From an optimization exercise on the open Yosys and OpenROAD flow, aimed at small area, a short achievable clock period and few clock cycles per item; shortcuts taken in it are not production practice. In this exercise RTL edits were held to simulation tests only and were not proved equivalent to the original. No activity file was given, so power comes from the tool's default toggle rates.

==> inputs of run Z <==
## zemu_bus
module zemu_bus (
    input  wire        clk,
    input  wire        rst,
    input  wire        req_valid,
    output wire        req_ready,
    input  wire [3:0]  req_op,
    input  wire [15:0] req_addr,
    input  wire [7:0]  req_data,
    output reg         resp_valid,
    output wire [7:0]  resp_data,
    output reg         resp_err
);
    localparam OP_MEM_RD   = 4'd0;
    localparam OP_MEM_WR   = 4'd1;
    localparam OP_IO_RD    = 4'd2;
    localparam OP_IO_WR    = 4'd3;
    localparam OP_CLOCK    = 4'd4;
    localparam OP_SER_PUT  = 4'd5;
    localparam OP_SER_GET  = 4'd6;
    localparam OP_BD_RBYTE = 4'd7;
    localparam OP_BD_WBYTE = 4'd8;
    localparam PORT_SER_IN    = 8'h00;
    localparam PORT_SER_OUT   = 8'h01;
    localparam PORT_SER_READY = 8'h02;
    localparam PORT_TMR_COUNT = 8'h10;
    localparam PORT_TMR_CTRL  = 8'h11;
    localparam PORT_BD_BASE   = 8'h18;
    assign req_ready = 1'b1;
    wire accept = req_valid;
    wire [7:0] port  = req_addr[7:0];
    wire       io_ok = (req_addr[15:8] == 8'h00);
    wire op_mem_rd = req_op == OP_MEM_RD;
    wire op_mem_wr = req_op == OP_MEM_WR;
    wire op_io_rd  = req_op == OP_IO_RD;
    wire op_io_wr  = req_op == OP_IO_WR;
    wire op_clock  = req_op == OP_CLOCK;
    wire op_put    = req_op == OP_SER_PUT;
    wire op_get    = req_op == OP_SER_GET;
    wire op_rbyte  = req_op == OP_BD_RBYTE;
    wire op_wbyte  = req_op == OP_BD_WBYTE;
    wire op_resv   = req_op[3] && (req_op[2:0] != 3'd0);
    wire io_rd = op_io_rd && io_ok;
    wire io_wr = op_io_wr && io_ok;
    wire is_io_rd = accept && io_rd;
    wire is_io_wr = accept && io_wr;
    wire p_ser_in  = port == PORT_SER_IN;
    wire p_ser_out = port == PORT_SER_OUT;
    wire p_ser_rdy = port == PORT_SER_READY;
    wire p_bd_data = port == PORT_BD_BASE + 8'd0;
    wire p_bd_stat = port == PORT_BD_BASE + 8'd7;
    wire rom_hit = (req_addr[15:6] == 10'h000);
  ...
Settings: LEC_CHECK=0, CAP_MARGIN=20, CORE_MARGIN=2, CORE_UTILIZATION=45, CTS_CLUSTER_DIAMETER=85, CTS_CLUSTER_SIZE=22, SETUP_SLACK_MARGIN=4.5, SLEW_MARGIN=20; clock period 8.0 ns.
run.sh (not shown) runs the stock make flow with config.mk's settings and CLKGATE_MAP_FILE= SYNTH_SCRIPT=/design/flow/synth_recipe.tcl, a recipe that flattens the netlist after the stock synthesis.
==> inputs of run R, as changes to run Z <==
--- a/flow/design.v
+++ b/flow/design.v
@@ -83,19 +83,17 @@
 );
     reg [127:0] mem;
     reg [3:0]   wr;
     reg [3:0]   rd;
     reg         full;
     wire [3:0] wr_next = wr + 1'b1;
     wire [3:0] rd_next = rd + 1'b1;
     assign empty = (wr == rd) && !full;
-    wire [15:0] rd_sel;
-    zemu_dec #(.W(4)) u_rd_dec (.x(rd), .y(rd_sel));
-    zemu_andor #(.N(16)) u_rd (.sel(rd_sel), .d(mem), .q(head));
+    zemu_andor #(.N(16)) u_rd (.sel(16'd1 << rd), .d(mem), .q(head));
     genvar g;
     generate
         for (g = 0; g < 16; g = g + 1) begin : row
             always @(posedge clk)
                 if (push && wr == g)
                     mem[g*8 +: 8] <= push_data;
         end
     endgenerate
@@ -146,29 +144,16 @@
         for (j = 0; j < NB; j = j + 1) begin
             grp = 8'h00;
             for (i = 0; i < NA; i = i + 1)
                 grp = grp | (d[(j*NA+i)*8 +: 8] & {8{sa[i]}});
             q = q | (grp & {8{sb[j]}});
         end
     end
 endmodule
-module zemu_dec #(
-    parameter W = 3
-) (
-    input  wire [W-1:0]      x,
-    output wire [(1<<W)-1:0] y
-);
-    genvar i;
-    generate
-        for (i = 0; i < (1 << W); i = i + 1) begin : d
-            assign y[i] = (x == i);
-        end
-    endgenerate
-endmodule
 module zemu_serial (
     input  wire       clk,
     input  wire       rst,
     input  wire       cpu_rd_in,      
     input  wire       cpu_wr_out,     
     input  wire [7:0] wdata,
     output wire [7:0] in_data,        
     output wire       td_ready,       
@@ -262,51 +247,40 @@
     wire cmd_read  = wr_cmd && (wdata == 8'h20);
     wire cmd_write = wr_cmd && (wdata == 8'h30);
     assign fault   = rd_fault || wr_fault || (cmd_read && !lba_ok);
     assign busy    = act;
     assign rd_ok   = read_phase;
     wire host_ok = (host_sector[7:2] == 6'd0) && (host_offset[7:4] == 4'd0);
     assign host_range_err = !host_ok;
     wire [5:0] haddr = {host_sector[1:0], host_offset[3:0]};
-    wire [7:0] sa, sb;
-    zemu_dec #(.W(3)) u_sa (.x(haddr[2:0]), .y(sa));
-    zemu_dec #(.W(3)) u_sb (.x(haddr[5:3]), .y(sb));
+    wire [7:0] sa = 8'd1 << haddr[2:0];
+    wire [7:0] sb = 8'd1 << haddr[5:3];
     wire [7:0] store_q;
     zemu_andor2 #(.NA(8), .NB(8)) u_store_rd (.sa(sa), .sb(sb), .d(store), .q(store_q));
+    wire [7:0] sbuf_q;
+    zemu_andor #(.N(16)) u_sbuf_rd (.sel(16'd1 << off), .d(sbuf), .q(sbuf_q));
     assign host_rdata = store_q;
-    assign data_out   = sbuf[7:0];
+    assign data_out   = sbuf_q;
     wire host_we  = host_wr && host_ok;
     wire data_we  = wr_data && !wr_fault;
     wire flush    = data_we && last_byte;
     wire flush_nr = flush && !rst;
     wire [7:0] wdata_nr = rst ? 8'h00 : wdata;
     wire load     = cmd_read && lba_ok;
-    wire shift    = (rd_data && read_phase) || data_we;
     genvar g;
     generate
         for (g = 0; g < 16; g = g + 1) begin : brow
             wire [7:0] ld = store[(sec*16+g)*8 +: 8];
-            wire [7:0] sh;
-            if (g == 15) begin : top
-                assign sh = wdata;
-            end else begin : mid
-                assign sh = sbuf[(g+1)*8 +: 8];
-            end
             always @(posedge clk)
-                if (load || shift)
-                    sbuf[g*8 +: 8] <= load ? ld : sh;
+                if (load || (data_we && off == g))
+                    sbuf[g*8 +: 8] <= load ? ld : wdata;
         end
         for (g = 0; g < 16; g = g + 1) begin : scol
-            wire [7:0] d;
-            if (g == 15) begin : last
-                assign d = wdata_nr;
-            end else begin : buffered
-                assign d = flush_nr ? sbuf[(g+1)*8 +: 8] : wdata_nr;
-            end
+            wire [7:0] d = (flush_nr && g != 15) ? sbuf[g*8 +: 8] : wdata_nr;
             genvar s;
             for (s = 0; s < 4; s = s + 1) begin : srow
                 wire we = (host_we && haddr == s*16 + g) || (flush && sec == s);
                 always @(posedge clk)
                     if (rst || we)
                         store[(s*16+g)*8 +: 8] <= d;
             end
         end
@@ -396,20 +370,18 @@
     wire p_ser_out = port == PORT_SER_OUT;
     wire p_ser_rdy = port == PORT_SER_READY;
     wire p_bd_data = port == PORT_BD_BASE + 8'd0;
     wire p_bd_stat = port == PORT_BD_BASE + 8'd7;
     wire rom_hit = (req_addr[15:6] == 10'h000);
     wire ram_hit = (req_addr[15:7] == 9'h100);
     wire [7:0] rom_data;
     zemu_rom u_rom (.addr(req_addr[5:0]), .data(rom_data));
-    wire [7:0]  ra;
-    wire [15:0] rb;
-    zemu_dec #(.W(3)) u_ra (.x(req_addr[2:0]), .y(ra));
-    zemu_dec #(.W(4)) u_rb (.x(req_addr[6:3]), .y(rb));
+    wire [7:0]  ra = 8'd1 << req_addr[2:0];
+    wire [15:0] rb = 16'd1 << req_addr[6:3];
     reg  [1023:0] ram;
     wire [7:0] ram_wd = rst ? 8'h00 : req_data;
     wire       ram_we = accept && op_mem_wr && ram_hit;
     wire [15:0] rbw = (rb & {16{ram_we}}) | {16{rst}};
     wire [7:0]  raw = ra | {8{rst}};
     genvar g;
     generate
         for (g = 0; g < 128; g = g + 1) begin : rrow
- CTS_CLUSTER_DIAMETER: 85 -> unset
- CTS_CLUSTER_SIZE: 22 -> unset
- TNS_END_PERCENT: unset -> 10
==> comparison <==
- Run R finished clean. Run Z finished with timing, DRC and antenna clean.
- Between run R and run Z, the lower combinational power is in run R (gap about 7%, measured against run Z).
- Sequential power is about the same in run R and run Z.
- In run Z the power is smaller than in run R, by 13%.
- In run Z the non-clock buffer count is higher than in run R, by 175.
- Count of clock-buffer cells in the layout: run R is higher than run Z (88).
==> figures <==
Outcome: run Z finished clean; run R finished clean
Vertical die dimension: run Z 428 um; run R 431 um
Total Nets Final: run Z 5211; run R 5452
Proportion of cell area occupied by multi-input gates: run Z 24.7%; run R 25.3%
Total GRT Usage: run Z 28.8%; run R 30.9%
XOR/XNOR share of the synthesized area: run Z 0.281%; run R 0.321%
Switching power share of the total: run Z 23.9%; run R 23.4%
Final core utilization: run Z 53.4%; run R 53.4%
Inserted Clock Buffers: run Z 108; run R 196
Sequential power: run Z 12.3 mW; run R 12.4 mW
Number of unique standard cell types used by synthesis: run Z 83; run R 80
Testbench counts of run Z, summed over its fixed seeds: cycles 48,008, items 48,000.
Testbench counts of run R, summed over its fixed seeds: cycles 48,008, items 48,000.

## static timing again, ports no longer ideal
The results above use ideal ports. As a check the final layouts listed here were re-extracted and re-timed, cells and wires unchanged. Step 1 sets driving cells, clkbuf_16 on the clock port and buf_2 on the other inputs (assumed; they add their load-dependent delay and slew). Step 2, shift: input delay + t, output delay - t, t = (earliest + latest rising clock arrival at the registers) / 2. This alone moves slack from input paths to output paths. Slacks: ideal ports / drivers / drivers and shift; pairs: ideal ports / drivers.
| run | shift t [ns] | slack for setup (ns) | clock arrival spread, ns | worst data-port slew with drivers (ns) | cell pins on the clock port's net |
|---|---|---|---|---|---|
| run Z | 0.852 | 4.376 / 4.341 / 3.489 | 0.059 / 0.060 | 0.16 | 1 |
| run R | 0.927 | 4.041 / 4.102 / 3.174 | 0.031 / 0.031 | 0.11 | 1 |
After both steps setup and hold are still met in every run listed. For run Z, which loses most, drivers alone change the setup slack by -0.035 ns; drivers and shift together by -0.887 ns.
